Context: an optimization exercise on an open-source flow, tuned for a short achievable clock period and few clock cycles. The choices shown serve that exercise and are no tape-out recipe. RTL that was checked went through simulation tests only; none was proved equivalent to the original. No activity file was given, so power comes from the tool's default toggle rates.

north:
Design ost_ddmd, start of the top module:
module ost_ddmd (
    input  wire         clk,
    input  wire         rst,
    input  wire         req_valid,
    output wire         req_ready,
    input  wire [31:0]  req_op,
    input  wire [31:0]  req_in_len,
    input  wire [31:0]  req_out_cap,
    input  wire [95:0]  req_in,         
    output wire         resp_valid,
    input  wire         resp_ready,
    output wire [1:0]   resp_status,
    output wire [31:0]  resp_bytes,
    output wire [319:0] resp_out,       
    output wire         prim_valid,
    output wire [2:0]   prim_cmd,
    output wire [63:0]  prim_addr,
    output wire [63:0]  prim_wdata,
    input  wire         prim_ack,
    input  wire [63:0]  prim_rdata,
    input  wire [15:0]  prim_rlimit,
    input  wire         prim_fault,
    output wire         faulted
);
    localparam [1:0] ST_SUCCESS     = 2'd0;
    localparam [1:0] ST_BUF_SMALL   = 2'd1;
    localparam [1:0] ST_INV_OPERAND = 2'd2;
    localparam [1:0] ST_UNSUPPORTED = 2'd3;
    localparam [2:0] P_RDMSR  = 3'd0;
    localparam [2:0] P_WRMSR  = 3'd1;
    localparam [2:0] P_RDSREG = 3'd2;
    localparam [2:0] P_SGDT   = 3'd3;
    localparam [2:0] P_MEMRD  = 3'd4;
    reg s_idle;      
    reg s_done;      
    reg s_fault;     
    reg s_prim;      
    reg s_msr;       
    reg s_rdsreg, s_sgdt, s_fix, s_memlo, s_memhi;
    reg [2:0]   cmd_q;
    reg [63:0]  addr_q;
    reg [63:0]  wdata_q;
    reg [1:0]   status_q;
    reg         bytes8_q, bytes40_q;
    reg [12:0]  idx_q;         
    reg         hi_ok_q;       
    reg [63:0]  out_lo;        
    reg [31:0]  f_base_lo;
    reg [31:0]  f_base_hi;
    reg [3:0]   f_type;
    reg         f_s, f_p, f_avl, f_l, f_db, f_g;
    reg [1:0]   f_dpl;
  ...
export LEC_CHECK = 0
export ABC_CLOCK_PERIOD_IN_PS = 100
export CAP_MARGIN = 20
export CORE_AREA = 10 10 310 310
export DIE_AREA = 0 0 320 320
export SLEW_MARGIN = 40
create_clock -name core_clock -period 10.0 [get_ports {clk}]
standard.sh (not shown) runs the stock make flow with config.mk's settings and CLKGATE_MAP_FILE= SYNTH_SCRIPT=/design/flow/synth_recipe.tcl, a recipe that flattens the netlist after the stock synthesis.
==> flow/flow/run.sh <==
#!/bin/bash
set -o pipefail
MARGIN=${MARGIN:-7}
bash standard.sh SETUP_SLACK_MARGIN=$MARGIN finish > flow_standard.log 2>&1
rc=$?
cp -r orfs/logs/sky130hd/ost_ddmd/base orfs_logs 2>/dev/null
exit $rc
north: done, clean on timing, DRC and antenna
Setup changes, north to south
Settings: swapping 100 for 1000 in ABC_CLOCK_PERIOD_IN_PS.
==> notes.md <==
- Worst setup slack came out exactly the same in south and north.
- As far as placed wire-length estimate after detailed placement goes, south and north are indistinguishable; the numbers are identical.
- Summary of south over north: amount of wire on met3 after detailed routing held steady, first-pass GRT wire length held steady.
No run of this note included a check of the RTL's function; only the layout flow was run.

Setup of run A:
ost_ddmd, a different RTL version from the one above (not shown whole).
export LEC_CHECK = 0
export CAP_MARGIN = 20
export CORE_AREA = 5 5 235 235
export DIE_AREA = 0 0 240 240
export SLEW_MARGIN = 40
export SYNTH_HIERARCHICAL = 1
export SYNTH_MINIMUM_KEEP_SIZE = 0
create_clock -name core_clock -period 10.0 [get_ports {clk}]
==> flow/flow/run.sh <==
#!/bin/bash
set -o pipefail
MARGIN=${MARGIN:-7}
bash standard.sh SETUP_SLACK_MARGIN=$MARGIN \
    "BUFFER_PORTS_ARGS=-buffer_cell sky130_fd_sc_hd__buf_4" \
    finish > flow_standard.log 2>&1
rc=$?
cp -r orfs/logs/sky130hd/ost_ddmd/base orfs_logs 2>/dev/null
exit $rc
Run A ended with every stage complete and zero timing, DRC or antenna violations.
Testbench counts of run A, summed over its fixed seeds: cycles 50,336.
> inputs changed (run A -> run B)
Settings: putting CTS_CLUSTER_DIAMETER at 60 where nothing was set; putting CTS_CLUSTER_SIZE at 10 where nothing was set.
==> flow/flow/run.sh <==
#!/bin/bash
set -o pipefail
MARGIN=${MARGIN:-6.5}
bash standard.sh SETUP_SLACK_MARGIN=$MARGIN \
    "BUFFER_PORTS_ARGS=-buffer_cell sky130_fd_sc_hd__buf_4" \
    "PLACE_PINS_ARGS=-min_distance 1 -min_distance_in_tracks" \
    finish > flow_standard.log 2>&1
rc=$?
cp -r orfs/logs/sky130hd/ost_ddmd/base orfs_logs 2>/dev/null
exit $rc
--- outcome ---
- Run B ends up with lower global-route met1 utilization than run A does.
- Summary — initial antenna violation count, run B relative to run A: higher, by 5.
- Actual slew at the worst max-slew pin: run B vs run A down 0.048 ns
- Summary of run B over run A: clock group share of total power saw a decrease; clock power fell about 7%; number of gates on the worst path with buffers counted higher; clock transition at the register clock pins on the worst setup and hold paths after CTS essentially unchanged.
Relative to run B, the following input files were edited for run C:
Settings: CORE_AREA changed from 5 5 235 235 to 5 5 215 215; DIE_AREA changed from 0 0 240 240 to 0 0 220 220.
==> flow/flow/run.sh <==
#!/bin/bash
set -o pipefail
MARGIN=${MARGIN:-7}
bash standard.sh SETUP_SLACK_MARGIN=$MARGIN \
    "BUFFER_PORTS_ARGS=-buffer_cell sky130_fd_sc_hd__buf_4" \
    finish > flow_standard.log 2>&1
rc=$?
cp -r orfs/logs/sky130hd/ost_ddmd/base orfs_logs 2>/dev/null
exit $rc
==> comparison <==
Compare run B and run C | total number of placement rows lower: run C
Longest individual stage delay on the worst path in run C is 0.28 ns below run B.
In run C, the maximum number of pins on one net before global-route repair came out about 17% below the value in run B.
On worst endpoint data arrival time, the lower figure sits with run C, not run B.
Between run B and run C, the fraction of area in clock buffers and inverters is lower for run C.
Run C ends up with a share of the core filled with cells in the final layout that is 19 points higher than in run B.
Lower total buffers and inverters traversed by the critical path among run B and run C: run B
Looking at worst slack at placement across both flows, run C is the weaker of the two, with run B ahead.
A endpoint of the worst setup timing path of resp_out[127] is what run C shows, while addr_o[57] belongs to run B.
Global-route usage: run C > run B
A most frequent standard cell in the layout excluding fill and tap cells of sky130_fd_sc_hd__nand2_1 is what run C shows, while sky130_fd_sc_hd__buf_4 belongs to run B.
#### Input delta (run D over run C)
Settings: changing DIE_AREA from 0 0 220 220 to 0 0 320 320; removing CTS_CLUSTER_DIAMETER (formerly 60); changing CORE_AREA from 5 5 215 215 to 10 10 310 310; removing CTS_CLUSTER_SIZE (formerly 10).
- Between run D and run C, the worst setup slack is lower for run D.
- The leading power group comes out clock in one run and sequential cells in the other, namely in run D and run C respectively.
- Looking only at detailed-routing iteration count for the pre-antenna-repair pass, and setting everything else aside, the higher value of run D and run C goes to run C.
- The clock skew of run D is higher than that of run C.
- Run D against run C: clock latency at the later pin of the worst-skew pair rose by 0.05 ns, global-route wire length before repair rose by 0.76%, routed via count divided by cell count fell by 20%.
- Aggregate routed wire length sits lower in run D than in run C.
- Run D against run C; die outline width is up by more than a quarter.
- Run D against run C: overall power increased by 3.6% relative to the old numbers; count of vias placed by the detailed router decreased by 2365 relative to the old numbers; final cell area excluding filler cells increased by 2.0% relative to the old numbers.

Starting RTL as in the previous note.
Design ost_ddmd, start of the top module:
module ost_ddmd (
    input  wire         clk,
    input  wire         rst,
    input  wire         req_valid,
    output wire         req_ready,
    input  wire [31:0]  req_op,
    input  wire [31:0]  req_in_len,
    input  wire [31:0]  req_out_cap,
    input  wire [95:0]  req_in,         
    output wire         resp_valid,
    input  wire         resp_ready,
    output wire [1:0]   resp_status,
    output wire [31:0]  resp_bytes,
    output wire [319:0] resp_out,       
    output wire         prim_valid,
    output wire [2:0]   prim_cmd,
    output wire [63:0]  prim_addr,
    output wire [63:0]  prim_wdata,
    input  wire         prim_ack,
    input  wire [63:0]  prim_rdata,
    input  wire [15:0]  prim_rlimit,
    input  wire         prim_fault,
    output wire         faulted
);
clock: 10.0 ns
lec_check: 0
cap_margin: 20
core_area: 5 5 235 235
cts_cluster_diameter: 60
cts_cluster_size: 10
die_area: 0 0 240 240
slew_margin: 40
synth_hierarchical: 1
synth_minimum_keep_size: 0
==> flow/flow/run.sh <==
#!/bin/bash
set -o pipefail
MARGIN=${MARGIN:-7}
bash standard.sh SETUP_SLACK_MARGIN=$MARGIN \
    "BUFFER_PORTS_ARGS=-buffer_cell sky130_fd_sc_hd__buf_4" \
    finish > flow_standard.log 2>&1
rc=$?
cp -r orfs/logs/sky130hd/ost_ddmd/base orfs_logs 2>/dev/null
exit $rc
Testbench counts at the start, summed over its fixed seeds: cycles 50,336.
==> next run, changes <==
- CTS_CLUSTER_DIAMETER: 60 -> 100
- CTS_CLUSTER_SIZE: 10 -> 24
What happened:
- The changed run passed the timing, DRC and antenna checks
- count of clock-buffer cells in the layout went down by 44
- die area is unchanged
- critical path depth stays the same
- wire length went down by 1.9%
- utilization went down by 2.3 points
- setup slack gets worse by 0.0072 ns
- flip-flop and latch count stays the same
- synthesized area stays the same
- maximum frequency is about the same
==> next run, changes <==
- CTS_CLUSTER_DIAMETER: 100 -> 60
- CTS_CLUSTER_SIZE: 24 -> 10
- PLACE_DENSITY: unset -> 0.8
Result: The changed run produced a clean layout. Wire length rises by 7.2%. Count of clock-buffer cells in the layout rises by 46. Register-to-register slack loses 0.06 ns. Sequential power is about the same. Via count rises by 6.2%.

## run 1
Starting RTL as in the previous note.
==> flow/design.v (excerpt) <==
module ost_ddmd (
    input  wire         clk,
    input  wire         rst,
    input  wire         req_valid,
    output wire         req_ready,
    input  wire [31:0]  req_op,
    input  wire [31:0]  req_in_len,
    input  wire [31:0]  req_out_cap,
    input  wire [95:0]  req_in,         
    output wire         resp_valid,
    input  wire         resp_ready,
    output wire [1:0]   resp_status,
    output wire [31:0]  resp_bytes,
    output wire [319:0] resp_out,       
    output wire         prim_valid,
    output wire [2:0]   prim_cmd,
    output wire [63:0]  prim_addr,
    output wire [63:0]  prim_wdata,
    input  wire         prim_ack,
    input  wire [63:0]  prim_rdata,
    input  wire [15:0]  prim_rlimit,
    input  wire         prim_fault,
    output wire         faulted
);
export LEC_CHECK = 0
export CAP_MARGIN = 20
export CORE_AREA = 5 5 235 235
export CTS_CLUSTER_DIAMETER = 60
export CTS_CLUSTER_SIZE = 10
export DIE_AREA = 0 0 240 240
export SLEW_MARGIN = 40
export SYNTH_HIERARCHICAL = 1
export SYNTH_MINIMUM_KEEP_SIZE = 0
create_clock -name core_clock -period 10.0 [get_ports {clk}]
==> flow/flow/run.sh <==
#!/bin/bash
set -o pipefail
MARGIN=${MARGIN:-8}
bash standard.sh SETUP_SLACK_MARGIN=$MARGIN \
    "BUFFER_PORTS_ARGS=-buffer_cell sky130_fd_sc_hd__buf_4" \
    finish > flow_standard.log 2>&1
rc=$?
cp -r orfs/logs/sky130hd/ost_ddmd/base orfs_logs 2>/dev/null
exit $rc
Testbench counts of run 1, summed over its fixed seeds: cycles 50,336.
Here is what was changed in the inputs of run 2 compared with run 1.
- swapping 5 5 235 235 for 5 5 215 215 in CORE_AREA
- swapping 0 0 240 240 for 0 0 220 220 in DIE_AREA
==> flow/flow/run.sh <==
#!/bin/bash
set -o pipefail
MARGIN=${MARGIN:-7}
bash standard.sh SETUP_SLACK_MARGIN=$MARGIN \
    "BUFFER_PORTS_ARGS=-buffer_cell sky130_fd_sc_hd__buf_4" \
    "PLACE_PINS_ARGS=-min_distance 1 -min_distance_in_tracks" \
    finish > flow_standard.log 2>&1
rc=$?
cp -r orfs/logs/sky130hd/ost_ddmd/base orfs_logs 2>/dev/null
exit $rc
Results
[run 2 vs run 1] global-route wire length before repair: lower in run 2
| cell area | run 2 vs run 1 | better |
Looking at final estimated routing congestion in global placement, run 2 sits above run 1.
Changes observed in run 2 relative to run 1: clock network power share moved up; first-iteration DRC count picked up an extra 806; fraction of standard cell area that is sequential moved up.
~same clock input transition at the sequential cells of the worst setup and hold paths in run 2 and run 1
For the initial standard-cell utilization of the core, run 2 came in 9.1 points higher than run 1 did.
Length of routed met2 wiring in run 2 is about 7% below run 1.
Modified inputs, run 3 compared to run 2
- changing CORE_AREA from 5 5 215 215 to 5 5 235 235
- changing DIE_AREA from 0 0 220 220 to 0 0 240 240
diff --git a/flow/flow/run.sh b/flow/flow/run.sh
--- a/flow/flow/run.sh
+++ b/flow/flow/run.sh
@@ -1,5 +1,5 @@
 #!/bin/bash
 set -o pipefail
-MARGIN=${MARGIN:-7}
+MARGIN=${MARGIN:-7.5}
 bash standard.sh SETUP_SLACK_MARGIN=$MARGIN \
     "BUFFER_PORTS_ARGS=-buffer_cell sky130_fd_sc_hd__buf_4" \
Of run 3 and run 2, run 3 shows the lower average via count per standard cell, with run 2 above it. NOTE: overall power in run 3 falls short of that of run 2. Against run 2, run 3 comes in 0.03 ns lower on critical path's largest stage delay. Of run 3 and run 2, the run reporting the higher finished layout cell area was run 3. Internal cell power (run 3 vs. run 2) decreases slightly. Run 3 vs. run 2: fmax higher; die area higher; flip-flop and latch area higher. Re global routing usage on met2: run 3 is 13 points down on run 2. Run 3 reports a lower met3 routing resource usage after global routing than run 2 does.
Changes in run 4 relative to run 3:
- CORE_AREA: 5 5 235 235 -> 5 5 255 255
- DIE_AREA: 0 0 240 240 -> 0 0 260 260
diff --git a/flow/flow/run.sh b/flow/flow/run.sh
--- a/flow/flow/run.sh
+++ b/flow/flow/run.sh
@@ -1,5 +1,5 @@
 #!/bin/bash
 set -o pipefail
-MARGIN=${MARGIN:-7.5}
+MARGIN=${MARGIN:-7}
 bash standard.sh SETUP_SLACK_MARGIN=$MARGIN \
     "BUFFER_PORTS_ARGS=-buffer_cell sky130_fd_sc_hd__buf_4" \
Results
- Transition at the pin with the smallest max-transition slack in run 4 vs run 3: up 0.0036 ns
- Between run 4 and run 3, it is run 4 whose clock network power share is higher, by 2.5 points.
- On run 4: final cell count is 1.8% higher than what run 3 gave.
- In the tables for run 3 and run 4, smallest setup slack after layout reads lower with run 4.
- In the metrics for run 3 and run 4, the one carrying the higher global routing usage summed across all routing layers is run 3.
- In run 4 the total power turned out about 2.8% higher than in run 3.
- Note that the floorplan die height recorded for run 4 amounts to 1.08 times the value seen in run 3.
- The higher final worst-path cycle share came out of run 4.
- Min cell area after layout across run 3 and run 4: run 4
- In run 4, the worst-case setup slack after placement came out 0.060 ns below the value in run 3.
Modified inputs, run 5 compared to run 4
- CTS_CLUSTER_DIAMETER removed (was 60)
- DIE_AREA changed from 0 0 260 260 to 0 0 270 270
- CTS_CLUSTER_SIZE removed (was 10)
- CORE_AREA changed from 5 5 255 255 to 5 5 265 265
==> flow/flow/run.sh <==
#!/bin/bash
set -o pipefail
MARGIN=${MARGIN:-7}
bash standard.sh SETUP_SLACK_MARGIN=$MARGIN \
    "BUFFER_PORTS_ARGS=-buffer_cell sky130_fd_sc_hd__buf_4" \
    finish > flow_standard.log 2>&1
rc=$?
cp -r orfs/logs/sky130hd/ost_ddmd/base orfs_logs 2>/dev/null
exit $rc
Notes after the runs:
- Run 4 and run 5 ended up with nearly the same worst hold slack.
- In terms of total placed instance area, run 5 and run 4 differ only marginally.
- [compare] base=run 4 new=run 5: wire length reported by the detailed router climbed about 0.37%; post-cts repair resize count barely changed.
- Re met3 global-route usage: run 5 is 2.1 points down on run 4.
- The design area was comparable across run 4 and run 5.
- Summary of run 5 over run 4: leakage power total closely matched the old numbers, power comparable.
- Comparing run 5 against run 4, there is no change at all in synthesized cell count.
- On setup slack, run 4 beats run 5.
### run 5 -> run 6
- swapping 0 0 270 270 for 0 0 240 240 in DIE_AREA
- swapping 5 5 265 265 for 5 5 235 235 in CORE_AREA
- putting CTS_CLUSTER_DIAMETER at 60 where nothing was set
- putting CTS_CLUSTER_SIZE at 10 where nothing was set
diff --git a/flow/flow/run.sh b/flow/flow/run.sh
--- a/flow/flow/run.sh
+++ b/flow/flow/run.sh
@@ -4,4 +4,5 @@
 bash standard.sh SETUP_SLACK_MARGIN=$MARGIN \
     "BUFFER_PORTS_ARGS=-buffer_cell sky130_fd_sc_hd__buf_4" \
+    "PLACE_PINS_ARGS=-min_distance 1 -min_distance_in_tracks" \
     finish > flow_standard.log 2>&1
 rc=$?
## What came out
Result: PASS for each of run 5 and run 6
In terms of power in sequential cells, run 6 and run 5 differ only marginally.
Run 6 against run 5: share of the final layout cell area in multi-input gates now sits higher; routability congestion estimate from global placement now sits higher; maximum clock rate now sits higher; switching power total now sits lower; number of levels the H-tree was split into now sits higher.
Against run 5, run 6 reports a routed metal-1 wire length that is lower.
Going from run 5 to run 6, critical path data arrival time shrinks by 0.05 ns.
Run 6 does better than run 5 on setup slack.
Smallest hold slack in run 6 is 0.017 ns lower than in run 5
On register area, run 5 and run 6 are basically level.

-- afterwards: timing with drivers on the ports --
How much do the figures lean on ideal ports? The routed layouts below were timed once more, with nothing changed but the port constraints. Step 1, drivers: a clkbuf_16 drives clk and a buf_2 each remaining input, both assumed. Step 2 times the ports against the registers' clock, not the clock port: input delays grow and output delays shrink by t, the midpoint of the rising clock arrivals with the driver on. a / b / c = ideal / step 1 / step 2; a / b = the first two.
run	shift t [ns]	setup slack, ns	pins driven straight from the clock port
north	0.630	6.069 / 6.047 / 5.417	1
south	0.630	6.069 / 6.047 / 5.417	1
run A	0.673	6.900 / 6.839 / 6.399	1
run B	0.664	6.865 / 6.804 / 6.344	1
run C	0.643	6.889 / 6.826 / 6.337	1
run D	0.688	6.862 / 6.799 / 6.303	1
the first run of note 3	0.663	6.912 / 6.849 / 6.420	1
the second run of note 3	0.663	6.904 / 6.844 / 6.451	1
the third run of note 3	0.650	6.906 / 6.852 / 6.354	1
run 1	0.658	6.900 / 6.843 / 6.457	1
run 2	0.651	6.919 / 6.860 / 6.432	1
run 3	0.655	6.940 / 6.874 / 6.439	1
run 4	0.662	6.916 / 6.854 / 6.461	1
run 5	0.668	6.902 / 6.841 / 6.403	1
run 6	0.639	6.947 / 6.888 / 6.412	1
After both steps setup and hold are still met in every run listed.
